Context: an optimization exercise on an open-source flow, tuned for small area. The choices shown serve that exercise and are no tape-out recipe.
Only simulation tests tie the RTL to the original design; equivalence was not proved.
Power is estimated from default activity; no workload was simulated.

File: flow/design.v
module klt_block (
    input  wire        clk,
    input  wire        rst,
    input  wire [3:0]  col_n,
    input  wire        led_ready,
    output wire [3:0]  row_n,
    output wire        led_valid,
    output wire [31:0] led_word,
    output wire        pwm_out,
    output wire        reboot_req,
    output wire        log_valid,
    output wire [4:0]  log_code
);
    localparam [3:0] S_RST  = 4'b0000, S_DISP = 4'b0001, S_EMIT = 4'b0010, S_HALT = 4'b0011,
                     S_SET1 = 4'b0100, S_SET2 = 4'b0101, S_COL  = 4'b0110, S_REL  = 4'b0111,
                     S_TON  = 4'b1000, S_TGAP = 4'b1001, S_HOLD = 4'b1010, S_IDLE = 4'b1011;
    localparam [8:0] P0 = 9'b000000011;      
    localparam [5:0] S0 = 6'b011110;      
    reg [3:0]  ph;
    reg [10:0] pws;      
    reg        pwh;      
    reg        sync1a;   
    reg        sync1b;   
    reg        sync2;    
    reg [8:0]  psc;
    reg [5:0]  sub;
    reg [1:0]  kr, kc;
    reg [3:0]  apc;
    wire       waiting = ph[3] & ~ph[2];
    wire       pwrap   = ~psc[1] & psc[2] & psc[3] & ~psc[4] & ~psc[6] & psc[7] & psc[8];    
    wire       u1      = ~sub[1];     
    wire       u2      = sub[0];     
    wire       u3      = ~sub[3];     
    wire       u9      = sub[0] & sub[1];     
    wire       u59     = sub[0] & ~sub[1] & sub[2] & ~sub[3] & ~sub[4] & ~sub[5];    
    wire       plast   = sub[0] & sub[1] & sub[4];    
    wire [3:0] key     = {kr, kc};
    wire       col_now = sync2;
    wire       mel     = apc[3];
    wire k0    = (key == 4'd0);
    wire kZ    = (key == 4'd13);
    wire kfill = kc[1] & (kc[0] | (kr[1] & kr[0]));       
    wire h_k0  = ~kr[0] & ~kc[0];                          
    wire h_kZ  = kc[0] & ~kc[1];                           
    reg tdone;
    always @(*) begin
        case (ph)
            S_TON:   tdone = pwrap & (mel ? u9 : u3);
            S_TGAP:  tdone = pwrap & (mel ? u2 : u3);
            S_HOLD:  tdone = (pwrap & (h_k0 ? u59 : u1)) | ~(h_k0 | h_kZ);    
            default: tdone = pwrap & u1;                                      
        endcase
    end
    wire gbit = (sub[3] & sub[4] & ~apc[1]) |
                 (~sub[0] & sub[1] & ~sub[4] & apc[1]) |
                 (~sub[2] & ~sub[3] & ~sub[4] & sub[5] & apc[1]) |
                 (sub[0] & ~sub[4] & ~sub[5] & ~apc[1]) |
                 (~sub[3] & sub[5] & ~apc[0] & ~apc[1]) |
                 (sub[3] & sub[4] & sub[5] & apc[2]) |
                 (sub[1] & ~sub[4] & ~apc[2]) |
                 (sub[1] & sub[4] & sub[5] & apc[2]) |
                 (sub[0] & sub[1] & ~sub[4] & ~apc[0]) |
                 (~sub[1] & ~sub[3] & sub[5] & ~apc[2]) |
                 (~sub[1] & ~sub[2] & sub[3] & apc[0] & ~apc[1]) |
                 (~sub[0] & sub[3] & sub[4] & ~sub[5] & ~apc[2]) |
                 (sub[2] & sub[5] & ~apc[1]) |
                 (sub[2] & sub[3] & ~apc[0] & ~apc[1]) |
                 (sub[2] & sub[3] & ~sub[4] & ~apc[2]) |
                 (sub[0] & sub[2] & sub[4] & apc[0] & apc[2]) |
                 (sub[0] & ~sub[1] & ~sub[4] & ~sub[5] & apc[0] & apc[2]);
    wire e_gw  = kr[1] & kr[0];                            
    wire e_g   = kr[1] & kr[0] & kc[0];                    
    wire e_w   = kr[1] & ~kc[0];                           
    wire e_b   = ~kr[1] & kr[0];                           
    wire e_r   = ~kr[0] & (kr[1] | (~kc[0] & gbit));       
    assign led_word = {1'b0, e_gw, {6{e_g}},
                       1'b0, e_r, e_r | e_w, {5{e_r}},
                       {3{e_b}}, e_b | e_w, {4{e_b}},
                       8'h00};
    assign led_valid  = (ph == S_EMIT);
    assign pwm_out    = (ph == S_TON) & ~pwh;
    assign reboot_req = (ph == S_HALT);
    assign log_valid  = (ph == S_DISP) & apc[0] & ~apc[1] & ~apc[2];
    assign log_code   = {1'b1, kr, kc};
    assign row_n      = (ph[3:2] == 2'b01) ? ~(4'b0001 << kr) : 4'b1111;
    wire scan_go = (ph == S_RST) || (ph == S_IDLE && tdone);
    reg [1:0] kc_n;
    always @(*) begin
        kc_n = kc;
        if (scan_go) kc_n = 2'd0;
        else if (ph == S_COL && col_now) kc_n = kc + 2'd1;
    end
    wire pwz = (pws[9:0] == 10'd0);
    always @(posedge clk) begin
        sync1a <= col_n[kc_n];
        sync1b <= col_n[kc_n + 2'd1];
        sync2  <= (kc_n == kc) ? sync1a : sync1b;
        kc    <= kc_n;
        if (!waiting || pwrap) psc <= P0;
        else                   psc <= {psc[7:0], psc[3] ^ psc[8]};
        if (!(waiting || ph == S_EMIT) || (waiting && tdone) || (ph == S_EMIT && led_ready && plast))
            sub <= S0;
        else if ((waiting && pwrap) || (ph == S_EMIT && led_ready))
            sub <= {sub[4:0], sub[0] ^ sub[5]};
        if (rst) begin
            ph  <= S_RST;
            pws <= 11'd0;
            pwh <= 1'b0;
        end else begin
            pws <= {pws[9:0], pws[10] ^ pws[8] ^ pwz};
            if (pws[10] & pwz) pwh <= ~pwh;
            case (ph)
                S_RST, S_IDLE: begin
                    if (scan_go) begin
                        kr <= 2'd0;
                        ph <= S_SET1;
                    end
                end
                S_SET1: ph <= S_SET2;
                S_SET2: ph <= S_COL;
                S_COL: begin
                    if (!col_now) begin
                        ph <= S_REL;
                    end else if (kc == 2'd3) begin
                        if (kr == 2'd3) begin
                            ph  <= S_IDLE;
                        end else begin
                            kr  <= kr + 2'd1;
                            ph  <= S_SET1;
                        end
                    end
                end
                S_REL: begin
                    if (col_now) begin
                        apc <= 4'd1;
                        ph  <= S_DISP;
                    end
                end
                S_DISP: begin
                    if (k0) begin
                        if (apc[3] | (apc[0] & ~apc[1] & ~apc[2]))
                            ph <= S_TON;                       
                        else if (~apc[0] & ~apc[2] & ~apc[3])
                            ph <= S_IDLE;                      
                        else
                            ph <= S_EMIT;                      
                    end else if (kfill & apc[0]) begin
                        ph <= S_EMIT;
                    end else if (kZ) begin
                        ph <= apc[0] ? S_HOLD : S_HALT;        
                    end else begin
                        ph <= S_IDLE;
                    end
                end
                S_TON: begin
                    if (tdone) begin
                        ph  <= S_TGAP;
                    end
                end
                S_TGAP: begin
                    if (tdone) begin
                        apc <= apc + 4'd1;
                        if (apc == 4'd2 || apc == 4'd15) begin
                            ph  <= S_DISP;
                        end else begin
                            ph  <= S_TON;
                        end
                    end
                end
                S_EMIT: begin
                    if (led_ready) begin
                        if (plast) ph <= S_HOLD;
                    end
                end
                S_HOLD: begin
                    if (tdone) begin
                        apc <= apc + 4'd1;
                        ph  <= S_DISP;
                    end
                end
                default: ;
            endcase
        end
    end
endmodule
File: flow/flow/run.sh
#!/bin/bash
# The standard layout (standard.sh, which writes the ORFS logs under
# orfs/logs), with these changes; make's own output goes to standard.log.
#  - Synthesis maps the logic for area: ABC runs flow/abc.script (deep AIG
#    optimisation, then area-oriented mapping) instead of ORFS's speed script,
#    and no adder cells are mapped (the design has no arithmetic). Registers
#    are mapped exactly as in the standard synthesis.
#  - Port buffers are the smallest buffer (buf_1) instead of a delay cell.
#  - Tie cells are not split per load (SKIP_REPAIR_TIE_FANOUT): one tie
#    cell drives all constant-0 outputs.
#  - Clock tree: sinks clustered under clkbuf_8 buffers, no dummy loads.
set -e
W=$PWD
mkdir -p "$W/scripts"
for f in "$FLOW_HOME"/scripts/*; do ln -sf "$f" "$W/scripts/"; done
rm -f "$W/scripts/abc_speed.script"
cp "$W/flow/abc.script" "$W/scripts/abc_speed.script"
export BUFFER_PORTS_ARGS="-buffer_cell sky130_fd_sc_hd__buf_1"
export CTS_ARGS="-sink_clustering_enable -repair_clock_nets -sink_clustering_size 100 -sink_clustering_max_diameter 500 -buf_list sky130_fd_sc_hd__clkbuf_8 -dont_use_dummy_load"
export SKIP_REPAIR_TIE_FANOUT=1
bash standard.sh SCRIPTS_DIR="$W/scripts" ADDER_MAP_FILE= finish > standard.log 2>&1
File: flow/flow/abc.script
&get -n
&st
&deepsyn -T 20
&dch -f
&nf -a -p -R 1000
&put
topo
dnsize -c
File: flow/standard.sh
#!/bin/bash
# synth_recipe.tcl (not shown) runs the flow's synth.tcl, then flattens the netlist and writes it again
# the make line also repeats each setting of config.mk as NAME=value (left out here)
make -C /OpenROAD-flow-scripts/flow DESIGN_CONFIG=/design/flow/config.mk WORK_HOME=/design/flow/orfs CLKGATE_MAP_FILE= SYNTH_SCRIPT=/design/flow/synth_recipe.tcl "${@:-finish}"
File: flow/config.mk
export PLATFORM = sky130hd
export DESIGN_NAME = klt_block
export DESIGN_NICKNAME = klt_block
export VERILOG_FILES = /design/flow/design.v
export SDC_FILE = /design/flow/constraint.sdc
export NUM_CORES = 4
export LEC_CHECK = 0
export CAP_MARGIN = 20
export CORE_MARGIN = 2
export CORE_UTILIZATION = 40
export SLEW_MARGIN = 20
File: flow/constraint.sdc
create_clock -name core_clock -period 10.0 [get_ports {clk}]
set_input_delay 2.0000 -clock core_clock [delete_from_list [all_inputs] [get_ports {clk}]]
set_output_delay 2.0000 -clock core_clock [all_outputs]
set_load 0.01 [all_outputs]
==> results of run 1 <==
-- Yosys cell counts (4+ instances only) --
library cell	instances	area share (%)
a21oi_1	26	6.0
and2_0	8	2.3
and3_1	5	1.4
buf_4	31	11
clkinv_1	6	1.0
dfxtp_1	36	33
edfxtp_1	6	8.3
nand2_1	17	2.9
nand2b_1	11	3.2
nor2_1	23	4.0
nor2b_1	14	4.0
nor3_1	10	2.3
o21ai_0	14	3.2
o22a_1	4	1.6
-- routing by layer --
metal / up-vias / GRT usage [%]
li1: 905 / -
met1: 821 / 20.7
met2: 59 / 22.2
met3: 11 / 3.60
met4: 0 / 8.21
met5: - / 0
-- stage by stage --
| stage | hold slack (ns) | instances | setup WS (ns) |
|---|---|---|---|
| after CTS | 0.419 | 342 | 5.95 |
| after global routing | 0.436 | 342 | 5.74 |
| after detailed placement | 0.403 | 337 | 6.21 |
| after floorplan | 0.391 | 258 | 6.49 |
| final | 0.410 | 342 | 5.99 |
| after global placement | 0.396 | 337 | 6.19 |
-- path summary, 6_finish.rpt --
path               start      endpoint
hold reg to reg   psc[0]        psc[1]
setup / recovery  sub[4]  led_word[20]
hold / removal    psc[0]        psc[1]
setup reg to reg  psc[1]        sync1a
-- final cells by class --
type                            count  area [sq um]
Multi-Input combinational cell    179          1020
Fill cell                         538          2920
Tap cell                           70          87.6
Sequential cell                    42           901
Timing Repair Buffer               40           150
Inverter                            6          22.5
Clock buffer                        5          68.8
-- state kept, by name, summed over array words and instances (netlist names) --
signal and flops:
psc 9, kc 2, apc 4, sub 6, pws 11, sync1b 1, sync1a 1, ph 4
sync2 1, kr 2, pwh 1
-- power breakdown --
| group | leakage (nW) | internal (mW) | total [mW] | switching [mW] |
|---|---|---|---|---|
| Sequential | 0.349 | 0.187 | 0.208 | 0.0210 |
| Clock | 0.0359 | 0.0450 | 0.0954 | 0.0504 |
| Combinational | 0.372 | 0.0498 | 0.147 | 0.0970 |
| Total | 0.756 | 0.282 | 0.450 | 0.168 |
-- cell families (layout without fill, tap and decap cells) --
| logic type | Yosys count | count (layout) | synth area share [%] |
|---|---|---|---|
| flip-flops | 42 | 42 | 41.4 |
| AND/OR/NAND/NOR | 106 | 106 | 25.6 |
| other | 2 | 2 | 0.345 |
| XOR/XNOR | 2 | 2 | 0.805 |
| buffers and inverters | 37 | 51 | 11.7 |
| AO/OA/AOI/OAI | 65 | 65 | 18.2 |
| multiplexers | 4 | 4 | 1.90 |
==> results_dict.tcl, run 1 <==
set metrics [dict create \
    cts_max_level 2 \
    hold_buffers 0 \
    cp_common_cell "nor2_1" \
    wl_met1_mm 2.20 \
    grt_pass1_vias 1576 \
    finalSetupTns_ns 0 \
    critPathArrivalTime_ns 2.01 \
    wl_met3_um 265 \
    drv_slew 0 \
    async_flop_share_pct 0 \
    ys_seq_area_share_pct 41.4 \
    min_period_over_period_pct 40.1 \
    grt_usage_pct 15.2 \
    hold_depth 1 \
    grt_max_degree 19 \
    fin_skew_ns 0.0214 \
    critPathMaxStageDelay_ns 0.49 \
    ir_drop_uv 94.8 \
    cp_max_fo 9 \
    finalWirelength_mm 4.43 \
    antenna_found_initial 0 \
    final_hold_viol_count 0 \
    crit_family "flip-flops" \
    die_y_um 77.8 \
    pin_count 52 \
    clk_latency_ns 0.30 \
    r2r_setup_slack_ns 6.87 \
    cts_made_buffers 5 \
    tightest_slew_ns 0.721 \
    hold_class "reg2reg" \
    cts_setup_buffers 0 \
    min_period_ns 4.01 \
    die_x_um 77.8 \
    cp.depth 8 \
    cts_sinks 42 \
    p_leak_nw 0.756 \
    start_util_pct 42.1 \
    crit_type "reg2out" \
    synth-seq-cells 42 \
    power.density_mw_per_mm2 200 \
    numPortBuffers 40 \
    postCtsResizedCells 0 \
    setup_viol 0 \
    outcome "no timing/DRC/antenna violations" \
    power_uw 450 \
    cp_slowest_cell "dfxtp_1" \
    syn_area_sq_mm 0.00218 \
    nets 281 \
    detail_route.iter0.violations 95 \
    place_congestion 0.899 \
    critPathBufInv 2 \
    clk_path_buf_depth 2 \
    antenna_left 0 \
    post_drt_wl_per_cell_um 13.0 \
    first_pass_iters 4 \
    syn_area_per_cell_sq_um 8.43 \
    clkTransAtPathRegs_ns 0.07 \
    ys_warn_count 1 \
    top_layer_used "met4" \
    synth_cell_type_count 38 \
    grt_overflow 0 \
    maxCapViolCount 0 \
    placed_cell_area_sq_mm 0.00218 \
    cts_tree "yes" \
    worstRegToRegCells 11 \
    core-area_sq_mm 0.00517 \
    syn_inst 258 \
    rows 26 \
    die_area_sq_mm 0.00605 \
    path_cells "clkinv_1, and3_1, a31o_1, a21oi_1, a31oi_1, nor2_1, nor2_1, buf_1" \
    met2_length_mm 1.85 \
    final_cell_area_sq_mm 0.00225 \
    final_util_pct 43.5 \
    grt_pass1_wl_mm 7.33 \
    cp-end-kind "output pin" \
    clock-root-buffer "clkbuf_8" \
    mostFrequentLayoutCells "buf_1, dfxtp_1, a21oi_1" \
    ys.flop_type "dfxtp_1" \
    rsz0062_at_grt "false" \
    final_common_cell "buf_1" \
    diodes 0 \
    max_freq_mhz 249 \
    synthToLayoutAreaGrowth_pct 3.39 \
    cp.required_ns 8.00 \
    maxSlewHeadroom_pct 51.9 \
    vias 1796 \
    hpwl_mm 3.18 \
    vias_per_cell 5.25 \
    crit_path_start_kind "register" \
    drc 0 \
    drive_gt1_share_pct 1.84 \
    synth_edf_count 6 \
]
==> run 2, diff against run 1 <==
--- a/flow/flow/run.sh
+++ b/flow/flow/run.sh
@@ -18,3 +18,3 @@
 export BUFFER_PORTS_ARGS="-buffer_cell sky130_fd_sc_hd__buf_1"
-export CTS_ARGS="-sink_clustering_enable -repair_clock_nets -sink_clustering_size 100 -sink_clustering_max_diameter 500 -buf_list sky130_fd_sc_hd__clkbuf_8 -dont_use_dummy_load"
+export CTS_ARGS="-sink_clustering_enable -repair_clock_nets -sink_clustering_size 100 -sink_clustering_max_diameter 500 -buf_list {sky130_fd_sc_hd__clkbuf_4 sky130_fd_sc_hd__clkbuf_8} -dont_use_dummy_load"
 export SKIP_REPAIR_TIE_FANOUT=1
==> run 2 against run 1 <==
Against the previous run:
- still clean
- total power is the same
- sequential power is essentially flat
- first-iteration DRC count is the same
- maximum frequency is the same
- die area is the same
- critical path type unchanged
==> results_dict.tcl, run 2 <==
set metrics [dict create \
    outcome "no timing/DRC/antenna violations" \
    ys_warn_count 1 \
    synthToLayoutAreaGrowth_pct 3.39 \
    synth-seq-cells 42 \
    crit_start "sub[4]" \
    core-area_sq_mm 0.00517 \
    grt_overflow 0 \
    clk_path_buf_depth 2 \
    synth_top_cell_area_share_pct 33.1 \
    antenna_found_initial 0 \
    crit_type "reg2out" \
    fin_skew_ns 0.0214 \
    grt_usage_pct 15.2 \
    largest_reg_flops 11 \
    power_frac_clock_pct 21.2 \
    ys.flop_type "dfxtp_1" \
    min_period_over_period_pct 40.1 \
    max_freq_mhz 249 \
    hold_class "reg2reg" \
    post_drt_wl_per_cell_um 13.0 \
    regMostFlops "pws" \
    cts_setup_buffers 0 \
    tightest_slew_ns 0.721 \
    cts_tree "yes" \
    yosysMostFrequentCell "dfxtp_1" \
    intPower_uw 282 \
    drv_slew 0 \
    hold_buffers 0 \
    ir_drop_uv 94.8 \
    die_x_um 77.8 \
    grt_pass1_wl_mm 7.33 \
    synth_top_cell_by_area "dfxtp_1" \
    final_util_pct 43.5 \
    diodes 0 \
    maxCapViolCount 0 \
    clkTransAtPathRegs_ns 0.07 \
    syn_area_sq_mm 0.00218 \
    cp-end-kind "output pin" \
    setup_viol 0 \
    vias_per_cell 5.25 \
    p_comb_share_pct 32.6 \
    synth_cell_type_count 38 \
    top_regs "pws: 11 flops, psc: 9 flops, sub: 6 flops" \
    critPathArrivalTime_ns 2.01 \
    worstRegToRegCells 11 \
    r2r_start "psc[1]" \
    final_hold_viol_count 0 \
    synth_edf_count 6 \
    cts_made_buffers 5 \
    final_cell_area_sq_mm 0.00225 \
    clock-root-buffer "clkbuf_8" \
    postCtsResizedCells 0 \
    antenna_left 0 \
    first_pass_iters 4 \
    synthTopCellsByCount "dfxtp_1, buf_4, a21oi_1, nor2_1, nand2_1" \
    pin_count 52 \
    synth.area.top_cells "dfxtp_1, buf_4, edfxtp_1" \
    power.density_mw_per_mm2 200 \
    maxSlewHeadroom_pct 51.9 \
    nets 281 \
    clk_latency_ns 0.30 \
    die_y_um 77.8 \
    power_uw 450 \
    grt_pass1_vias 1576 \
    final_common_cell "buf_1" \
    hold_depth 1 \
    finalWirelength_mm 4.43 \
    power_switching_uw 168 \
    hold_path.startpoint "psc[0]" \
    grt_max_degree 19 \
    rows 26 \
    start_util_pct 42.1 \
    min_period_ns 4.01 \
    placed_cell_area_sq_mm 0.00218 \
    cp_max_fo 9 \
    netSwitchingFraction_pct 37.4 \
    die_area_sq_mm 0.00605 \
    detail_route.iter0.violations 95 \
    mostFrequentLayoutCells "buf_1, dfxtp_1, a21oi_1" \
    drive_gt1_share_pct 1.84 \
    syn_area_per_cell_sq_um 8.43 \
    hpwl_mm 3.18 \
    numPortBuffers 40 \
    cp.required_ns 8.00 \
    seqPwrFrac_pct 46.2 \
    fill_cells 538 \
    async_flop_share_pct 0 \
    crit_path_start_kind "register" \
    vias 1796 \
    p_leak_nw 0.756 \
    rsz0062_at_grt "false" \
    cts_sinks 42 \
    drc 0 \
    syn_inst 258 \
    cts_max_level 2 \
    place_congestion 0.899 \
    finalSetupTns_ns 0 \
    ys_seq_area_share_pct 41.4 \
]
-- run 2: cell counts after synthesis --
Identical to the previous run, type by type.
-- run 2: cells by family (layout without fill, tap and decap cells) --
group / Yosys count / after routing / synth area share, %
xor+xnor: 2 / 2 / 0.805
flops: 42 / 42 / 41.4
other cells: 2 / 2 / 0.345
buf+inv: 37 / 51 / 11.7
simple gates: 106 / 106 / 25.6
compound gates: 65 / 65 / 18.2
mux: 4 / 4 / 1.90
-- run 2: critical path: stages, from the launching register on --
cell	delay, ns
dfxtp_1	0.49
clkinv_1	0.17
and3_1	0.22
a31o_1	0.19
a21oi_1	0.15
a31oi_1	0.11
nor2_1	0.14
nor2_1	0.10
buf_1	0.15
-- run 2: stage by stage --
step,hold slack (ns),instances,setup WS [ns]
finish,0.410,342,5.99
floorplan,0.391,258,6.49
global placement,0.396,337,6.19
detailed placement,0.403,337,6.21
global route,0.436,342,5.74
CTS,0.419,342,5.95
-- run 2: power groups by stage --
stage | clock network, mW | logic, mW | registers, mW
floorplan | 0 | 0.135 | 0.207
global placement | 0 | 0.148 | 0.211
detailed placement | 0 | 0.147 | 0.211
CTS | 0.100 | 0.147 | 0.208
global route | 0.107 | 0.162 | 0.211
finish | 0.0954 | 0.147 | 0.208
-- run 2: worst paths after layout --
check | end | slack (ns)
setup / recovery | led_word[20] | 5.99
hold / removal | psc[1] | 0.41
setup reg to reg | sync1a | 6.87
hold reg to reg | psc[1] | 0.41
-- run 2: cell type report --
| class | count | area, sq um | share of cell area [%] |
|---|---|---|---|
| Timing Repair Buffer | 40 | 150 | 6.67 |
| Tap cell | 70 | 87.6 | 3.89 |
| Inverter | 6 | 22.5 | 1.00 |
| Clock buffer | 5 | 68.8 | 3.06 |
| Multi-Input combinational cell | 179 | 1020 | 45.3 |
| Sequential cell | 42 | 901 | 40.0 |
-- run 2: metal layers --
layer | share of wire (%) | up-vias | GRT usage [%] | routed length [um]
li1 | - | 905 | - | -
met3 | 6.0 | 11 | 3.60 | 265
met4 | 2.6 | 0 | 8.21 | 114
met1 | 50 | 821 | 20.7 | 2200
met5 | 0 | - | 0 | 0
met2 | 42 | 59 | 22.2 | 1850
==> run 3, diff against run 2 <==
--- a/flow/design.v
+++ b/flow/design.v
@@ -21,4 +21,3 @@
     reg        pwh;      
-    reg        sync1a;   
-    reg        sync1b;   
+    reg [3:0]  sync1;
     reg        sync2;    
@@ -94,5 +93,4 @@
     always @(posedge clk) begin
-        sync1a <= col_n[kc_n];
-        sync1b <= col_n[kc_n + 2'd1];
-        sync2  <= (kc_n == kc) ? sync1a : sync1b;
+        sync1 <= col_n;
+        sync2 <= sync1[kc_n];
         kc    <= kc_n;
--- a/flow/flow/run.sh
+++ b/flow/flow/run.sh
@@ -8,4 +8,2 @@
 #  - Port buffers are the smallest buffer (buf_1) instead of a delay cell.
-#  - Tie cells are not split per load (SKIP_REPAIR_TIE_FANOUT): one tie
-#    cell drives all constant-0 outputs.
 #  - Clock tree: sinks clustered under clkbuf_8 buffers, no dummy loads.
@@ -18,4 +16,3 @@
 export BUFFER_PORTS_ARGS="-buffer_cell sky130_fd_sc_hd__buf_1"
-export CTS_ARGS="-sink_clustering_enable -repair_clock_nets -sink_clustering_size 100 -sink_clustering_max_diameter 500 -buf_list {sky130_fd_sc_hd__clkbuf_4 sky130_fd_sc_hd__clkbuf_8} -dont_use_dummy_load"
-export SKIP_REPAIR_TIE_FANOUT=1
+export CTS_ARGS="-sink_clustering_enable -repair_clock_nets -sink_clustering_size 10 -sink_clustering_max_diameter 50 -buf_list sky130_fd_sc_hd__clkbuf_4 -dont_use_dummy_load"
 bash standard.sh SCRIPTS_DIR="$W/scripts" ADDER_MAP_FILE= finish > standard.log 2>&1
==> run 3 against run 2 <==
Against the previous run:
- flip-flop and latch count is 2 higher
- cell area is 1.1% higher
- utilization is 0.18 points higher
- highest routed layer unchanged
- critical endpoint is now led_word[17]
- count of clock-buffer cells in the layout stayed put
- register-to-register slack better by 0.52 ns
- still clean
- clock power is 24% lower
- maximum frequency is 4.3% lower
- synthesized area is 0.63% higher
- combinational power is 8% higher
- largest power group unchanged
- sequential power is 8% higher
==> results_dict.tcl, run 3 <==
set metrics [dict create \
    grt_usage_pct 15.3 \
    syn_inst 256 \
    maxCapViolCount 0 \
    maxSlewHeadroom_pct 47.0 \
    synth_top_cell_by_area "dfxtp_1" \
    grt_pass1_vias 1603 \
    instances_no_fill 350 \
    clock-root-buffer "clkbuf_4" \
    postCtsResizedCells 0 \
    hold_buffers 0 \
    power.density_mw_per_mm2 201 \
    critPathMaxStageDelay_ns 0.64 \
    synth.area.top_cells "dfxtp_1, buf_4, edfxtp_1" \
    cp_common_cell "nor2_1" \
    min_period_over_period_pct 41.9 \
    die_x_um 78.0 \
    cp.depth 9 \
    fin_skew_ns 0.0176 \
    rsz0062_at_grt "false" \
    async_flop_share_pct 0 \
    yosysMostFrequentCell "dfxtp_1" \
    hold_class "reg2reg" \
    core-area_sq_mm 0.00520 \
    synth-seq-cells 44 \
    diodes 0 \
    drv_slew 0 \
    synth_edf_count 6 \
    nets 289 \
    clk_latency_ns 0.35 \
    start_util_pct 42.1 \
    top_regs "pws: 11 flops, psc: 9 flops, sub: 6 flops" \
    synth_top_cell_area_share_pct 34.7 \
    pin_count 52 \
    grt_max_degree 19 \
    final_util_pct 43.7 \
    final_common_cell "buf_1" \
    crit_type "reg2out" \
    critPathArrivalTime_ns 2.19 \
    drive_gt1_share_pct 2.14 \
    p_leak_nw 0.782 \
    antenna_found_initial 0 \
    hold_depth 1 \
    cp.required_ns 8.00 \
    cts_tree "yes" \
    worstRegToRegCells 10 \
    largest_reg_flops 11 \
    cp_max_fo 16 \
    critPathBufInv 1 \
    syn_area_sq_mm 0.00219 \
    cts_setup_buffers 0 \
    detail_route.iter0.violations 142 \
    cp-end-kind "output pin" \
    clkTransAtPathRegs_ns 0.12 \
    hpwl_mm 3.23 \
    vias 1834 \
    grt_overflow 0 \
    ys.flop_type "dfxtp_1" \
    first_pass_iters 4 \
    syn_area_per_cell_sq_um 8.55 \
    vias_per_cell 5.24 \
    cts_sinks 44 \
    finalWirelength_mm 4.41 \
    ys_warn_count 1 \
    die_area_sq_mm 0.00608 \
    cts_max_level 2 \
    synthToLayoutAreaGrowth_pct 3.83 \
    cp_slowest_cell "edfxtp_1" \
    finalSetupTns_ns 0 \
    place_congestion 0.837 \
    post_drt_wl_per_cell_um 12.6 \
    die_y_um 78.0 \
    drc 0 \
    crit_family "flip-flops" \
    ir_drop_uv 84.4 \
    synth_cell_type_count 38 \
    setup_viol 0 \
    regMostFlops "pws" \
    cts_made_buffers 5 \
    path_cells "nand3_1, a21oi_1, o21ai_0, a21oi_1, nor4_1, nor2_1, nor2_1, nor2_1, buf_1" \
    grt_pass1_wl_mm 7.42 \
    outcome "no timing/DRC/antenna violations" \
    clk_path_buf_depth 2 \
    tightest_slew_ns 0.795 \
    ys_seq_area_share_pct 43.0 \
    numPortBuffers 40 \
    min_period_ns 4.19 \
    mostFrequentLayoutCells "buf_1, dfxtp_1, nor2_1" \
    crit_path_start_kind "register" \
    dp.cells 345 \
    antenna_left 0 \
    final_hold_viol_count 0 \
    rows 26 \
    synthTopCellsByCount "dfxtp_1, buf_4, nor2_1, a21oi_1, o21ai_0" \
    max_freq_mhz 239 \
    fill_cells 535 \
]
run 3: changes by cell type in the layout (fill, tap and decap cells not counted), sizes merged, moves of 3 or more:
cell   previous run  this run
a21oi            26        21
conb              2        11
and2              8        12
nand3             3         6
o21ai            14        18
run 3: final timing paths:
check / start / endpoint / slack (ns)
max reg2reg: sub[3] / ph[0] / 7.39
min reg2reg: psc[0] / psc[1] / 0.43
min: psc[0] / psc[1] / 0.43
max: apc[0] / led_word[17] / 5.81
run 3: cells by family (layout without fill, tap and decap cells):
group,after synthesis,in the layout,share of synthesized area (%)
buffers and inverters,35,50,11.3
other,2,11,0.343
DFF,44,44,43.0
AOI/OAI and AO/OA,60,60,16.6
muxes,3,3,1.43
xor gates and xnor gates,3,3,1.20
and+or+nand+nor,109,109,26.1
run 3: final cells by class:
cell class / count / area [sq um] / area share (%)
Tap cell: 70 / 87.6 / 3.85
Clock buffer: 5 / 37.5 / 1.65
Sequential cell: 44 / 941 / 41.4
Multi-Input combinational cell: 186 / 1030 / 45.5
Timing Repair Buffer: 41 / 158 / 6.93
Inverter: 4 / 15.0 / 0.660
run 3: stage by stage:
step	cell area, sq um	setup slack [ns]	hold WS (ns)	power, mW
floorplan	2220	6.41	0.391	0.362
global placement	2240	6.27	0.413	0.389
detailed placement	2240	6.19	0.405	0.388
CTS	2270	5.77	0.435	0.462
global route	2270	5.52	0.477	0.496
finish	2270	5.81	0.430	0.457
run 3: report_power, final:
group | internal, mW | switching (mW)
Combinational | 0.0566 | 0.103
Clock | 0.0236 | 0.0488
Sequential | 0.197 | 0.0284
Total | 0.277 | 0.180
run 3: routing by layer:
layer	global-route usage, %	share of wire, %	vias to the layer above
met3	4.07	6.0	11
met4	7.37	2.7	0
li1	-	-	917
met5	0	0	-
met1	20.3	47	832
met2	23.1	44	74
==> run 4, diff against run 3 <==
--- a/flow/design.v
+++ b/flow/design.v
@@ -13,17 +13,27 @@
 );
-    localparam [3:0] S_RST  = 4'b0000, S_DISP = 4'b0001, S_EMIT = 4'b0010, S_HALT = 4'b0011,
-                     S_SET1 = 4'b0100, S_SET2 = 4'b0101, S_COL  = 4'b0110, S_REL  = 4'b0111,
-                     S_TON  = 4'b1000, S_TGAP = 4'b1001, S_HOLD = 4'b1010, S_IDLE = 4'b1011;
+    localparam [2:0] S_SCAN = 3'b000, S_DISP = 3'b001, S_EMIT = 3'b010, S_HALT = 3'b011,
+                     S_TON  = 3'b100, S_TGAP = 3'b101, S_HOLD = 3'b110, S_IDLE = 3'b111;
     localparam [8:0] P0 = 9'b000000011;      
     localparam [5:0] S0 = 6'b011110;      
-    reg [3:0]  ph;
-    reg [10:0] pws;      
+    reg [2:0]  ph;
+    localparam [10:0] PW_INV = 11'b10101010101;
+    localparam [8:0]  PS_INV = 9'b101010101;
+    localparam [5:0]  SU_INV = 6'b101010;
+    reg  [10:0] pwq;
+    wire [10:0] pws = pwq ^ PW_INV;     
     reg        pwh;      
-    reg [3:0]  sync1;
+    reg        sync1a;   
+    reg        sync1b;   
     reg        sync2;    
-    reg [8:0]  psc;
-    reg [5:0]  sub;
+    reg  [8:0]  psq;
+    wire [8:0]  psc = psq ^ PS_INV;
+    reg  [5:0]  suq;
+    wire [5:0]  sub = suq ^ SU_INV;
     reg [1:0]  kr, kc;
     reg [3:0]  apc;
-    wire       waiting = ph[3] & ~ph[2];
+    wire       waiting = ph[2];
+    wire       scan    = (ph == S_SCAN);
+    wire       sc_pre  = apc[3];
+    wire       sc_col  = apc[1] & ~apc[0];
+    wire       sc_rel  = apc[1] & apc[0] & ~apc[3];
     wire       pwrap   = ~psc[1] & psc[2] & psc[3] & ~psc[4] & ~psc[6] & psc[7] & psc[8];    
@@ -83,4 +93,4 @@
     assign log_code   = {1'b1, kr, kc};
-    assign row_n      = (ph[3:2] == 2'b01) ? ~(4'b0001 << kr) : 4'b1111;
-    wire scan_go = (ph == S_RST) || (ph == S_IDLE && tdone);
+    assign row_n      = (scan & ~apc[3]) ? ~(4'b0001 << kr) : 4'b1111;
+    wire scan_go = (scan & sc_pre) || (ph == S_IDLE && tdone);
     reg [1:0] kc_n;
@@ -89,3 +99,3 @@
         if (scan_go) kc_n = 2'd0;
-        else if (ph == S_COL && col_now) kc_n = kc + 2'd1;
+        else if (scan && sc_col && col_now) kc_n = kc + 2'd1;
     end
@@ -93,43 +103,50 @@
     always @(posedge clk) begin
-        sync1 <= col_n;
-        sync2 <= sync1[kc_n];
+        sync1a <= col_n[kc_n];
+        sync1b <= col_n[kc_n + 2'd1];
+        sync2  <= (kc_n == kc) ? sync1a : sync1b;
         kc    <= kc_n;
-        if (!waiting || pwrap) psc <= P0;
-        else                   psc <= {psc[7:0], psc[3] ^ psc[8]};
+        if (!waiting || pwrap) psq <= P0 ^ PS_INV;
+        else                   psq <= {psc[7:0], psc[3] ^ psc[8]} ^ PS_INV;
         if (!(waiting || ph == S_EMIT) || (waiting && tdone) || (ph == S_EMIT && led_ready && plast))
-            sub <= S0;
+            suq <= S0 ^ SU_INV;
         else if ((waiting && pwrap) || (ph == S_EMIT && led_ready))
-            sub <= {sub[4:0], sub[0] ^ sub[5]};
+            suq <= {sub[4:0], sub[0] ^ sub[5]} ^ SU_INV;
         if (rst) begin
-            ph  <= S_RST;
-            pws <= 11'd0;
+            ph  <= S_SCAN;
+            apc <= 4'd15;
+            pwq <= PW_INV;
             pwh <= 1'b0;
         end else begin
-            pws <= {pws[9:0], pws[10] ^ pws[8] ^ pwz};
+            pwq <= {pws[9:0], pws[10] ^ pws[8] ^ pwz} ^ PW_INV;
             if (pws[10] & pwz) pwh <= ~pwh;
             case (ph)
-                S_RST, S_IDLE: begin
-                    if (scan_go) begin
-                        kr <= 2'd0;
-                        ph <= S_SET1;
-                    end
-                end
-                S_SET1: ph <= S_SET2;
-                S_SET2: ph <= S_COL;
-                S_COL: begin
-                    if (!col_now) begin
-                        ph <= S_REL;
-                    end else if (kc == 2'd3) begin
-                        if (kr == 2'd3) begin
-                            ph  <= S_IDLE;
-                        end else begin
-                            kr  <= kr + 2'd1;
-                            ph  <= S_SET1;
+                S_IDLE: begin
+                    if (tdone) begin
+                        kr  <= 2'd0;
+                        apc <= 4'd0;
+                        ph  <= S_SCAN;
+                    end
+                end
+                S_SCAN: begin
+                    if (sc_pre) begin
+                        kr  <= 2'd0;
+                        apc <= 4'd0;
+                    end else if (sc_col) begin
+                        if (!col_now) begin
+                            apc <= 4'd3;                   
+                        end else if (kc == 2'd3) begin
+                            if (kr == 2'd3) begin
+                                ph  <= S_IDLE;
+                            end else begin
+                                kr  <= kr + 2'd1;
+                                apc <= 4'd0;               
+                            end
                         end
-                    end
-                end
-                S_REL: begin
-                    if (col_now) begin
-                        apc <= 4'd1;
-                        ph  <= S_DISP;
+                    end else if (sc_rel) begin
+                        if (col_now) begin
+                            apc <= 4'd1;
+                            ph  <= S_DISP;
+                        end
+                    end else begin
+                        apc <= apc + 4'd1;                 
                     end
--- a/flow/flow/run.sh
+++ b/flow/flow/run.sh
@@ -8,2 +8,4 @@
 #  - Port buffers are the smallest buffer (buf_1) instead of a delay cell.
+#  - Tie cells are not split per load (SKIP_REPAIR_TIE_FANOUT): one tie
+#    cell drives all constant-0 outputs.
 #  - Clock tree: sinks clustered under clkbuf_8 buffers, no dummy loads.
@@ -16,3 +18,4 @@
 export BUFFER_PORTS_ARGS="-buffer_cell sky130_fd_sc_hd__buf_1"
-export CTS_ARGS="-sink_clustering_enable -repair_clock_nets -sink_clustering_size 10 -sink_clustering_max_diameter 50 -buf_list sky130_fd_sc_hd__clkbuf_4 -dont_use_dummy_load"
+export CTS_ARGS="-sink_clustering_enable -repair_clock_nets -sink_clustering_size 100 -sink_clustering_max_diameter 500 -buf_list sky130_fd_sc_hd__clkbuf_8 -dont_use_dummy_load"
+export SKIP_REPAIR_TIE_FANOUT=1
 bash standard.sh SCRIPTS_DIR="$W/scripts" ADDER_MAP_FILE= finish > standard.log 2>&1
==> run 4 against run 3 <==
Against the previous run:
- synthesized cell count is 3.5% higher
- global-route usage fell by 0.50 points
- final cell count stayed put
- setup slack got worse by 0.18 ns
- maximum frequency down 4.2%
- critical path type unchanged
==> results_dict.tcl, run 4 <==
set metrics [dict create \
    ys_warn_count 1 \
    cts_max_level 2 \
    cts_sinks 41 \
    rsz0062_at_grt "false" \
    min_period_over_period_pct 43.8 \
    cp_slowest_cell "dfxtp_1" \
    synth-seq-cells 41 \
    pin_count 52 \
    r2r_setup_slack_ns 7.46 \
    postCtsResizedCells 0 \
    p_leak_nw 0.754 \
    mostFrequentLayoutCells "buf_1, dfxtp_1, nor2_1" \
    antenna_left 0 \
    yosysMostFrequentCell "dfxtp_1" \
    drv_slew 0 \
    cp.required_ns 8.00 \
    cp-end-kind "output pin" \
    clock-root-buffer "clkbuf_8" \
    cts_made_buffers 5 \
    maxSlewHeadroom_pct 61.5 \
    outcome "no timing/DRC/antenna violations" \
    clk_path_buf_depth 2 \
    cp_common_cell "nor2_1" \
    synthTopCellsByCount "dfxtp_1, nor2_1, buf_4, nand2_1, a21oi_1" \
    final_common_cell "buf_1" \
    dp.cells 345 \
    synth_cell_type_count 40 \
    setup_viol 0 \
    largest_reg_flops 11 \
    synthToLayoutAreaGrowth_pct 3.89 \
    clk_latency_ns 0.29 \
    cts_setup_buffers 0 \
    hold_buffers 0 \
    vias_per_cell 5.10 \
    ys.flop_type "dfxtp_1" \
    fin_skew_ns 0.0110 \
    diodes 0 \
    grt_usage_pct 14.8 \
    grt_overflow 0 \
    pre_cts_slack_ns 5.96 \
    worstRegToRegCells 11 \
    synth_edf_count 2 \
    detail_route.iter0.violations 183 \
    hpwl_mm 3.13 \
    finalWirelength_mm 4.21 \
    final_hold_viol_count 0 \
    vias 1785 \
    hold_end "psq[1]" \
    finalSetupTns_ns 0 \
    whs_ns 0.363 \
    power_uw 623 \
    tightest_slew_ns 0.573 \
    drc 0 \
    ir_drop_uv 90.0 \
    cts_tree "yes" \
    grt_pass1_wl_mm 7.16 \
    hold_class "reg2reg" \
    ys_seq_area_share_pct 40.2 \
    max_freq_mhz 229 \
    rows 26 \
    syn_area_per_cell_sq_um 7.90 \
    numPortBuffers 40 \
    critPathBufInv 2 \
    grt_pass1_vias 1579 \
    path_cells "clkinv_1, nor4_1, nor3_1, o21ai_0, a31oi_1, a21oi_1, nor2_1, nor2_1, buf_1" \
    top_regs "pwq: 11 flops, psq: 9 flops, suq: 6 flops" \
    first_pass_iters 4 \
    crit_path_start_kind "register" \
    hold_path.startpoint "psq[0]" \
    hold_depth 1 \
    async_flop_share_pct 0 \
    antenna_found_initial 0 \
    critPathMaxStageDelay_ns 0.59 \
    syn_area_sq_mm 0.00209 \
    cp_max_fo 13 \
    r2r_start "suq[3]" \
    grt_max_degree 21 \
    die_x_um 76.3 \
    drive_gt1_share_pct 2.14 \
    instances_no_fill 350 \
    synth.area.top_cells "dfxtp_1, buf_4, nor2_1" \
    synth_top_cell_area_share_pct 37.3 \
    crit_family "simple AND/OR/NAND/NOR gates" \
    maxCapViolCount 0 \
    core-area_sq_mm 0.00507 \
    syn_inst 265 \
    place_congestion 0.842 \
    post_drt_wl_per_cell_um 12.0 \
    start_util_pct 41.2 \
    die_area_sq_mm 0.00583 \
    synth_top_cell_by_area "dfxtp_1" \
    critPathArrivalTime_ns 2.38 \
    die_y_um 76.3 \
    nets 289 \
    rr_endpoint "apc[0]" \
    min_period_ns 4.38 \
    worst_slack_ns 5.62 \
    crit_type "reg2out" \
    clkTransAtPathRegs_ns 0.08 \
    power.density_mw_per_mm2 286 \
    regMostFlops "pwq" \
]
-- run 4: cell types whose count changed after synthesis, sizes merged, moves of 4 or more --
cell / delta
nor2: +16
and2: -9
nand2: +9
nor2b: -9
o22a: -5
edfxtp: -4
-- run 4: layout make-up --
cell class,count,area (sq um)
clock buffers,5,68.8
fillers,536,2900
repair buffers,41,158
multi-input cells,187,997
well taps,70,87.6
inverters,6,22.5
flip-flops and latches,41,841
-- run 4: where the power goes --
part	internal [mW]	switching [mW]
Combinational	0.102	0.169
Clock	0.0449	0.0485
Sequential	0.199	0.0594
Total	0.346	0.277
-- run 4: cell families after synthesis --
kind of cell	Yosys count	synth area share (%)
AND/OR/NAND/NOR	115	26.4
XOR/XNOR	3	1.26
flip-flops	41	40.2
other	2	0.359
AO/OA/AOI/OAI	65	18.6
multiplexers	2	1.02
buffers and inverters	37	12.2
-- run 4: worst max path at each step --
stage / startpoint / to / slack [ns] / cells past startpoint
finish: apc[1] / led_word[19] / 5.62 / 9
global route: apc[1] / led_word[17] / 5.41 / 9
CTS: apc[1] / led_word[19] / 5.61 / 9
detailed placement: apc[1] / led_word[19] / 5.96 / 9
global placement: apc[1] / led_word[16] / 6.03 / 9
floorplan: apc[1] / led_word[16] / 6.22 / 9
-- run 4: through the flow --
step / area, sq um / util, %
after detailed placement: 2110 / 41.5
after global routing: 2170 / 42.9
after CTS: 2170 / 42.9
after floorplan: 2090 / -
final: 2170 / 42.9
after global placement: 2110 / 41.5
-- run 4: layer usage --
metal / global-route usage [%] / share of wire (%)
met1: 20.2 / 50
met2: 23.3 / 43
met3: 3.67 / 5.7
met4: 4.55 / 1.3
met5: 0 / 0
-- run 4: worst register-to-register path: stages, from the launching register on --
cell	delay, ns
dfxtp_1	0.41
clkinv_1	0.18
nor4b_1	0.31
o311ai_0	0.15
a21o_1	0.22
o21a_1	0.11
nor2b_1	0.16
nand3_1	0.15
a21oi_1	0.35
nand2_1	0.14
a21oi_1	0.18
o21bai_1	0.09
==> run 5, diff against run 4 <==
--- a/flow/flow/run.sh
+++ b/flow/flow/run.sh
@@ -10,3 +10,3 @@
 #    cell drives all constant-0 outputs.
-#  - Clock tree: sinks clustered under clkbuf_8 buffers, no dummy loads.
+#  - Clock tree: sinks clustered under clkbuf_4 buffers, no dummy loads.
 set -e
@@ -18,3 +18,3 @@
 export BUFFER_PORTS_ARGS="-buffer_cell sky130_fd_sc_hd__buf_1"
-export CTS_ARGS="-sink_clustering_enable -repair_clock_nets -sink_clustering_size 100 -sink_clustering_max_diameter 500 -buf_list sky130_fd_sc_hd__clkbuf_8 -dont_use_dummy_load"
+export CTS_ARGS="-sink_clustering_enable -repair_clock_nets -sink_clustering_size 100 -sink_clustering_max_diameter 500 -buf_list sky130_fd_sc_hd__clkbuf_8 -dont_use_dummy_load -distance_between_buffers 1000 -root_buf sky130_fd_sc_hd__clkbuf_8"
 export SKIP_REPAIR_TIE_FANOUT=1
--- a/flow/config.mk
+++ b/flow/config.mk
@@ -9,3 +9,3 @@
 export CORE_MARGIN = 2
-export CORE_UTILIZATION = 40
+export CORE_UTILIZATION = 55
 export SLEW_MARGIN = 20
==> run 5 against run 4 <==
Against the previous run:
- final cell count shrank 6.3%
- largest power group unchanged
- clock skew shrank 0.00077 ns
- sequential share of layout area grew 0.50 points
- count of clock-buffer cells in the layout is the same
- synthesized area is the same
- setup slack gained 0.033 ns
- worst hold slack gained 0.0059 ns
- cell area shrank 1.3%
==> results_dict.tcl, run 5 <==
set metrics [dict create \
    use_met3_pct 4.11 \
    core-area_sq_mm 0.00366 \
    ys_warn_count 1 \
    finalSetupTns_ns 0 \
    min_period_ns 4.34 \
    drive_gt1_share_pct 2.14 \
    clock-root-buffer "clkbuf_8" \
    drc 0 \
    worstRegToRegCells 11 \
    cts_max_level 2 \
    synth_top_cell_by_area "dfxtp_1" \
    drv_slew 0 \
    cp.required_ns 8.00 \
    cts_sinks 41 \
    setup_viol 0 \
    fin_skew_ns 0.0102 \
    numPortBuffers 40 \
    synth_top_cell_area_share_pct 37.3 \
    die_y_um 65.7 \
    grt_usage_pct 20.5 \
    synthTopCellsByCount "dfxtp_1, nor2_1, buf_4, nand2_1, a21oi_1" \
    max_freq_mhz 230 \
    final_common_cell "buf_1" \
    clk_latency_ns 0.28 \
    grt_max_degree 21 \
    tightest_slew_ns 0.607 \
    synth-seq-cells 41 \
    instances_no_fill 328 \
    die_x_um 65.7 \
    antenna_left 0 \
    rsz0062_at_grt "false" \
    post_drt_wl_per_cell_um 12.5 \
    postCtsResizedCells 0 \
    rows 22 \
    syn_inst 265 \
    hold_depth 1 \
    grt_pass1_wl_mm 6.89 \
    synthToLayoutAreaGrowth_pct 2.57 \
    diodes 0 \
    grt_overflow 0 \
    outcome "no timing/DRC/antenna violations" \
    vias 1805 \
    maxCapViolCount 0 \
    grt_most_used_layer "met2" \
    ys_seq_area_share_pct 40.2 \
    critPathArrivalTime_ns 2.34 \
    ys.flop_type "dfxtp_1" \
    mostFrequentLayoutCells "buf_1, dfxtp_1, nor2_1" \
    p_leak_nw 0.754 \
    clk_path_buf_depth 2 \
    hpwl_mm 3.04 \
    grt_pass1_vias 1521 \
    ir_drop_uv 166 \
    cp-end-kind "output pin" \
    regMostFlops "pwq" \
    crit_type "reg2out" \
    min_period_over_period_pct 43.4 \
    start_util_pct 57.2 \
    first_pass_iters 5 \
    top_regs "pwq: 11 flops, psq: 9 flops, suq: 6 flops" \
    globalRouteMet2Util_pct 31.3 \
    vias_per_cell 5.50 \
    syn_area_sq_mm 0.00209 \
    synth_cell_type_count 40 \
    power.density_mw_per_mm2 290 \
    dp.cells 323 \
    antenna_found_initial 0 \
    place_congestion 0.867 \
    detail_route.iter0.violations 136 \
    nets 289 \
    cts_made_buffers 5 \
    final_hold_viol_count 0 \
    pin_count 52 \
    yosysMostFrequentCell "dfxtp_1" \
    synth_edf_count 2 \
    whs_ns 0.369 \
    hold_class "reg2reg" \
    crit_path_start_kind "register" \
    power_uw 623 \
    cp_max_fo 13 \
    grtUsageMet1_pct 28.9 \
    synth.area.top_cells "dfxtp_1, buf_4, nor2_1" \
    largest_reg_flops 11 \
    hold_buffers 0 \
    cts_setup_buffers 0 \
    finalWirelength_mm 4.11 \
    die_area_sq_mm 0.00432 \
    clkTransAtPathRegs_ns 0.07 \
    async_flop_share_pct 0 \
    cts_tree "yes" \
    syn_area_per_cell_sq_um 7.90 \
    maxSlewHeadroom_pct 59.2 \
]
run 5: worst paths after layout:
check | from | end | slack, ns
min | psq[5] | psq[6] | 0.37
min reg2reg | psq[5] | psq[6] | 0.37
max reg2reg | suq[3] | apc[1] | 7.42
max | apc[1] | led_word[16] | 5.66
run 5: cell type report:
type / instances / area (sq um)
fill: 361 / 1510
multi-input combinational: 187 / 997
sequential: 41 / 841
timing repair buffer: 41 / 158
clock buffer: 5 / 68.8
tap: 48 / 60.1
inverter: 6 / 22.5
run 5: power breakdown:
group	total, mW	internal (mW)	leakage [nW]	switching [mW]
Sequential	0.260	0.199	0.339	0.0610
Combinational	0.269	0.102	0.379	0.167
Clock	0.0933	0.0449	0.0359	0.0484
run 5: metal layers:
layer  vias up  wire [um]
met4         0         55
met2        68       1710
li1        928          -
met1       802       2080
met5         -          0
met3         7        255
run 5: through the flow:
step                worst slack, ns  utilization [%]  instance area, sq um
floorplan                      6.22                -                  2090
global placement               6.03             56.8                  2080
detailed placement             5.98             56.8                  2080
CTS                            5.67             58.6                  2150
global route                   5.41             58.6                  2150
finish                         5.66             58.6                  2150
run 5: cells by family (layout without fill, tap and decap cells):
logic type / count (synthesis) / count (layout) / share of synthesized area, %
multiplexers: 2 / 2 / 1.02
AO/OA/AOI/OAI: 65 / 65 / 18.6
XOR/XNOR: 3 / 3 / 1.26
flip-flops: 41 / 41 / 40.2
other: 2 / 2 / 0.359
AND/OR/NAND/NOR: 115 / 115 / 26.4
buffers and inverters: 37 / 52 / 12.2
run 5: critical path, stage by stage (launching register included):
cell and delay [ns]:
dfxtp_1 0.59, clkinv_1 0.21, nor4_1 0.32, nor3_1 0.08
o21ai_0 0.15, a31oi_1 0.06, a21oi_1 0.16, nor2_1 0.06
nor2_1 0.24, buf_1 0.19
==> run 6, diff against run 5 <==
--- a/flow/flow/run.sh
+++ b/flow/flow/run.sh
@@ -18,3 +18,3 @@
 export BUFFER_PORTS_ARGS="-buffer_cell sky130_fd_sc_hd__buf_1"
-export CTS_ARGS="-sink_clustering_enable -repair_clock_nets -sink_clustering_size 100 -sink_clustering_max_diameter 500 -buf_list sky130_fd_sc_hd__clkbuf_8 -dont_use_dummy_load -distance_between_buffers 1000 -root_buf sky130_fd_sc_hd__clkbuf_8"
+export CTS_ARGS="-sink_clustering_enable -repair_clock_nets -sink_clustering_size 100 -sink_clustering_max_diameter 500 -buf_list sky130_fd_sc_hd__clkbuf_4 -dont_use_dummy_load"
 export SKIP_REPAIR_TIE_FANOUT=1
==> run 6 against run 5 <==
Against the previous run:
- critical path depth did not move
- register-to-register slack about the same
- total power fell by 3.9%
- critical endpoint unchanged
- largest power group unchanged
- non-clock buffer count stayed put
- first-iteration DRC count shrank 3.7%
==> results_dict.tcl, run 6 <==
set metrics [dict create \
    grt_pass1_wl_mm 6.84 \
    whs_ns 0.377 \
    clk_latency_ns 0.33 \
    largest_reg_flops 11 \
    placed_cell_area_sq_mm 0.00208 \
    rsz0062_at_grt "false" \
    crit_start "apc[1]" \
    final_util_pct 57.8 \
    rr_endpoint "apc[1]" \
    hold_depth 1 \
    nets 289 \
    final_hold_viol_count 0 \
    dp.cells 323 \
    p_leak_nw 0.741 \
    start_util_pct 57.2 \
    cp.required_ns 8.00 \
    cts_tree "yes" \
    maxSlewHeadroom_pct 60.8 \
    grt_pass1_vias 1532 \
    antenna_found_initial 0 \
    diodes 0 \
    synth_top_cell_area_share_pct 37.3 \
    die_y_um 65.7 \
    vias_per_cell 5.50 \
    cts_made_buffers 5 \
    max_freq_mhz 228 \
    finalWirelength_mm 4.12 \
    fin_skew_ns 0.0135 \
    grt_max_degree 21 \
    pin_count 52 \
    ys_seq_area_share_pct 40.2 \
    regMostFlops "pwq" \
    core-area_sq_mm 0.00366 \
    grt_usage_pct 20.4 \
    first_pass_iters 4 \
    power_uw 598 \
    die_area_sq_mm 0.00432 \
    ys.flop_type "dfxtp_1" \
    synth_edf_count 2 \
    antenna_left 0 \
    globalRouteMet2Util_pct 31.1 \
    syn_area_per_cell_sq_um 7.90 \
    r2r_start "suq[3]" \
    place_congestion 0.867 \
    rows 22 \
    instances_no_fill 328 \
    min_period_over_period_pct 43.8 \
    worstRegToRegCells 11 \
    worst_slack_ns 5.62 \
    critPathArrivalTime_ns 2.38 \
    use_met3_pct 4.11 \
    drive_gt1_share_pct 2.14 \
    finalSetupTns_ns 0 \
    grtUsageMet1_pct 29.0 \
    mostFrequentLayoutCells "buf_1, dfxtp_1, nor2_1" \
    detail_route.iter0.violations 131 \
    synth.area.top_cells "dfxtp_1, buf_4, nor2_1" \
    synthToLayoutAreaGrowth_pct 1.08 \
    hold_buffers 0 \
    crit_type "reg2out" \
    hold_class "reg2reg" \
    fill_cells 362 \
    synthTopCellsByCount "dfxtp_1, nor2_1, buf_4, nand2_1, a21oi_1" \
    drc 0 \
    postCtsResizedCells 0 \
    async_flop_share_pct 0 \
    clkTransAtPathRegs_ns 0.11 \
    cts_setup_buffers 0 \
    clock-root-buffer "clkbuf_4" \
    ir_drop_uv 117 \
    synth_top_cell_by_area "dfxtp_1" \
    yosysMostFrequentCell "dfxtp_1" \
    outcome "no timing/DRC/antenna violations" \
    cts_max_level 2 \
    hpwl_mm 3.04 \
    clk_path_buf_depth 2 \
    ys_warn_count 1 \
    critPathCapture "led_word[16]" \
    cp-end-kind "output pin" \
    syn_inst 265 \
    synth-seq-cells 41 \
    tightest_slew_ns 0.583 \
    crit_path_start_kind "register" \
    cts_sinks 41 \
    top_regs "pwq: 11 flops, psq: 9 flops, suq: 6 flops" \
    pre_cts_slack_ns 5.98 \
    vias 1804 \
    r2r_setup_slack_ns 7.42 \
    final_common_cell "buf_1" \
    post_drt_wl_per_cell_um 12.6 \
    grt_most_used_layer "met2" \
    drv_slew 0 \
    power.density_mw_per_mm2 283 \
    min_period_ns 4.38 \
    maxCapViolCount 0 \
    syn_area_sq_mm 0.00209 \
    die_x_um 65.7 \
    setup_viol 0 \
    numPortBuffers 40 \
    cp_max_fo 13 \
    synth_cell_type_count 40 \
    final_cell_area_sq_mm 0.00212 \
    grt_overflow 0 \
]
-- run 6: cell counts after synthesis --
No cell type changed its count.
-- run 6: metal layers --
layer / up-vias / wire length [um]
li1: 928 / -
met1: 803 / 2070
met2: 69 / 1690
met3: 4 / 319
met4: 0 / 38
met5: - / 0
-- run 6: how the worst min path moves through the flow --
stage	start	slack, ns	endpoint
after floorplan	psq[0]	0.34	psq[1]
after global placement	psq[0]	0.35	psq[1]
after detailed placement	psq[5]	0.36	psq[6]
after CTS	psq[5]	0.38	psq[6]
after global routing	psq[5]	0.39	psq[6]
final	psq[5]	0.38	psq[6]
-- run 6: power breakdown --
part	internal, mW	switching (mW)
registers	0.198	0.0605
clock network	0.0235	0.0459
logic	0.102	0.167
-- run 6: cell type report --
cell class	count	area (sq um)	share of cell area [%]
Tap cell	48	60.1	2.84
Clock buffer	5	37.5	1.77
Timing Repair Buffer	41	158	7.45
Inverter	6	22.5	1.06
Multi-Input combinational cell	187	997	47.1
Sequential cell	41	841	39.7
-- run 6: cells by family (layout without fill, tap and decap cells) --
group	count (synthesis)	after routing	synth area share (%)
AOI/OAI and AO/OA	65	65	18.6
xor gates and xnor gates	3	3	1.26
buffers and inverters	37	52	12.2
DFF	41	41	40.2
muxes	2	2	1.02
other	2	2	0.359
and+or+nand+nor	115	115	26.4
-- run 6: critical path, cell delays in order, from the launching register on --
cell	delay (ns)
dfxtp_1	0.59
clkinv_1	0.21
nor4_1	0.32
nor3_1	0.08
o21ai_0	0.15
a31oi_1	0.06
a21oi_1	0.16
nor2_1	0.06
nor2_1	0.24
buf_1	0.19
==> run 7, diff against run 6 <==
--- a/flow/flow/run.sh
+++ b/flow/flow/run.sh
@@ -18,3 +18,3 @@
 export BUFFER_PORTS_ARGS="-buffer_cell sky130_fd_sc_hd__buf_1"
-export CTS_ARGS="-sink_clustering_enable -repair_clock_nets -sink_clustering_size 100 -sink_clustering_max_diameter 500 -buf_list sky130_fd_sc_hd__clkbuf_4 -dont_use_dummy_load"
+export CTS_ARGS="-sink_clustering_enable -repair_clock_nets -sink_clustering_size 100 -sink_clustering_max_diameter 500 -buf_list sky130_fd_sc_hd__clkbuf_8 -dont_use_dummy_load -sink_clustering_levels 1 -num_static_layers 0 -sink_clustering_buffer sky130_fd_sc_hd__clkbuf_8"
 export SKIP_REPAIR_TIE_FANOUT=1
==> run 7 against run 6 <==
Against the previous run:
- sequential power barely moved
- wire length down 0.22%
- via count about the same
- final cell count unchanged
- first-iteration DRC count rose by 3.8%
- clock skew shrank 0.0033 ns
==> results_dict.tcl, run 7 <==
set metrics [dict create \
    drv_slew 0 \
    hold_class "reg2reg" \
    hpwl_mm 3.04 \
    crit_path_start_kind "register" \
    final_cell_area_sq_mm 0.00215 \
    synth_top_cell_area_share_pct 37.3 \
    mostFrequentLayoutCells "buf_1, dfxtp_1, nor2_1" \
    critPathArrivalTime_ns 2.34 \
    final_hold_viol_count 0 \
    r2r_setup_slack_ns 7.42 \
    antenna_left 0 \
    setup_viol 0 \
    die_y_um 65.7 \
    finalWirelength_mm 4.11 \
    numPortBuffers 40 \
    finalSetupTns_ns 0 \
    cp.required_ns 8.00 \
    ir_drop_uv 166 \
    power.density_mw_per_mm2 290 \
    clkTransAtPathRegs_ns 0.07 \
    fill_cells 361 \
    cts_setup_buffers 0 \
    clk_latency_ns 0.28 \
    diodes 0 \
    hold_buffers 0 \
    drc 0 \
    core-area_sq_mm 0.00366 \
    synth_edf_count 2 \
    synth-seq-cells 41 \
    grt_max_degree 21 \
    vias 1805 \
    synth.area.top_cells "dfxtp_1, buf_4, nor2_1" \
    multi_input_area_sq_um 997 \
    synth_top_cell_by_area "dfxtp_1" \
    p_leak_nw 0.754 \
    grt_pass1_wl_mm 6.89 \
    rsz0062_at_grt "false" \
    min_period_over_period_pct 43.4 \
    ys_seq_area_share_pct 40.2 \
    nets 289 \
    placed_cell_area_sq_mm 0.00208 \
    syn_area_per_cell_sq_um 7.90 \
    syn_inst 265 \
    die_x_um 65.7 \
    cp_max_fo 13 \
    rows 22 \
    cts_made_buffers 5 \
    grt_overflow 0 \
    clk_path_buf_depth 2 \
    max_freq_mhz 230 \
    post_drt_wl_per_cell_um 12.5 \
    worst_slack_ns 5.66 \
    synthToLayoutAreaGrowth_pct 2.57 \
    maxSlewHeadroom_pct 59.2 \
    async_flop_share_pct 0 \
    crit_type "reg2out" \
    final_common_cell "buf_1" \
    regMostFlops "pwq" \
    postCtsResizedCells 0 \
    synth_cell_type_count 40 \
    largest_reg_flops 11 \
    r2r_start "suq[3]" \
    place_congestion 0.867 \
    regArea_sq_um 841 \
    instances_no_fill 328 \
    maxCapViolCount 0 \
    detail_route.iter0.violations 136 \
    fin_skew_ns 0.0102 \
    rr_endpoint "apc[1]" \
    pin_count 52 \
    cts_sinks 41 \
    ys_warn_count 1 \
    die_area_sq_mm 0.00432 \
    top_regs "pwq: 11 flops, psq: 9 flops, suq: 6 flops" \
    cp-end-kind "output pin" \
    outcome "no timing/DRC/antenna violations" \
    pre_cts_slack_ns 5.98 \
    hold_depth 1 \
    synthTopCellsByCount "dfxtp_1, nor2_1, buf_4, nand2_1, a21oi_1" \
    antenna_found_initial 0 \
    tightest_slew_ns 0.607 \
    clock-root-buffer "clkbuf_8" \
    ys.flop_type "dfxtp_1" \
    first_pass_iters 5 \
    min_period_ns 4.34 \
    hold_end "psq[6]" \
    grt_pass1_vias 1521 \
    cts_max_level 2 \
    cts_tree "yes" \
    syn_area_sq_mm 0.00209 \
    dp.cells 323 \
    drive_gt1_share_pct 2.14 \
    yosysMostFrequentCell "dfxtp_1" \
    grt_usage_pct 20.5 \
    worstRegToRegCells 11 \
    hold_path.startpoint "psq[5]" \
    start_util_pct 57.2 \
    vias_per_cell 5.50 \
]
==> run 7: power by group <==
group	switching, mW	total [mW]	internal (mW)
combinational	0.167	0.269	0.102
clock	0.0484	0.0933	0.0449
sequential	0.0610	0.260	0.199
==> run 7: how the worst max path moves through the flow <==
stage | cells after the start | endpoint | from
finish | 9 | led_word[16] | apc[1]
CTS | 9 | led_word[16] | apc[1]
detailed placement | 9 | led_word[16] | apc[1]
floorplan | 9 | led_word[16] | apc[1]
global placement | 9 | led_word[18] | apc[1]
global route | 9 | led_word[19] | apc[1]
==> run 7: cell type report <==
cell class                 instances  area share [%]
sequential                        41            39.2
multi-input combinational        187            46.4
timing repair buffer              41            7.34
inverter                           6            1.05
clock buffer                       5            3.21
tap                               48            2.80
==> run 7: metrics by stage <==
stage	util (%)	power (mW)	hold slack [ns]
floorplan	-	0.488	0.343
global placement	56.8	0.532	0.346
global route	58.6	0.680	0.377
finish	58.6	0.623	0.369
detailed placement	56.8	0.530	0.356
CTS	58.6	0.624	0.371
==> run 7: layer usage <==
metal | wire length (um) | GRT usage [%] | part of all wire [%] | up-vias
met4 | 55 | 6.51 | 1.3 | 0
met2 | 1710 | 31.3 | 42 | 68
li1 | - | - | - | 928
met3 | 255 | 4.11 | 6.2 | 7
met1 | 2080 | 28.9 | 51 | 802
met5 | 0 | 0 | 0 | -
==> run 7: cell families (layout without fill, tap and decap cells) <==
group                  Yosys count  in the layout  share of synthesized area, %
AO/OA/AOI/OAI                   65             65                          18.6
XOR/XNOR                         3              3                          1.26
buffers and inverters           37             52                          12.2
flip-flops                      41             41                          40.2
multiplexers                     2              2                          1.02
other                            2              2                         0.359
AND/OR/NAND/NOR                115            115                          26.4
==> run 7: worst max-delay path, cell delays in order, from the launching register on <==
cell and delay [ns]:
dfxtp_1 0.59, clkinv_1 0.21, nor4_1 0.32, nor3_1 0.08, o21ai_0 0.15, a31oi_1 0.06
a21oi_1 0.16, nor2_1 0.06, nor2_1 0.24, buf_1 0.19

## static timing again, ports no longer ideal
How much do the figures lean on ideal ports? The routed layouts below were timed once more, with nothing changed but the port constraints.
Step 1 assumes that a clkbuf_16 drives the clock port and a buf_2 every other input.
Step 2 adds t to the input delays and takes it off the output delays; t is the mean of the earliest and latest rising clock arrival at the registers after step 1. Input paths then give back, and output paths get back, about the clock's delay inside the block.
a / b / c = ideal ports / drivers / drivers and shift; a / b = the first two.
| run | shift t [ns] | setup slack, ns | worst hold slack (ns) | worst setup path at the end | pins driven straight from the clock port |
|---|---|---|---|---|---|
| run 1 | 0.317 | 5.990 / 5.960 / 6.215 | 0.410 / 0.410 / 0.410 | input to register | 1 |
| run 2 | 0.317 | 5.990 / 5.960 / 6.215 | 0.410 / 0.410 / 0.410 | input to register | 1 |
| run 3 | 0.364 | 5.808 / 5.785 / 6.149 | 0.430 / 0.430 / 0.430 | register to output | 1 |
| run 4 | 0.307 | 5.625 / 5.600 / 5.908 | 0.363 / 0.363 / 0.363 | register to output | 1 |
| run 5 | 0.302 | 5.658 / 5.632 / 5.934 | 0.369 / 0.369 / 0.369 | register to output | 1 |
| run 6 | 0.351 | 5.616 / 5.592 / 5.943 | 0.377 / 0.377 / 0.377 | register to output | 1 |
| run 7 | 0.302 | 5.658 / 5.632 / 5.934 | 0.369 / 0.369 / 0.369 | register to output | 1 |
After both steps setup and hold are still met in every run listed.
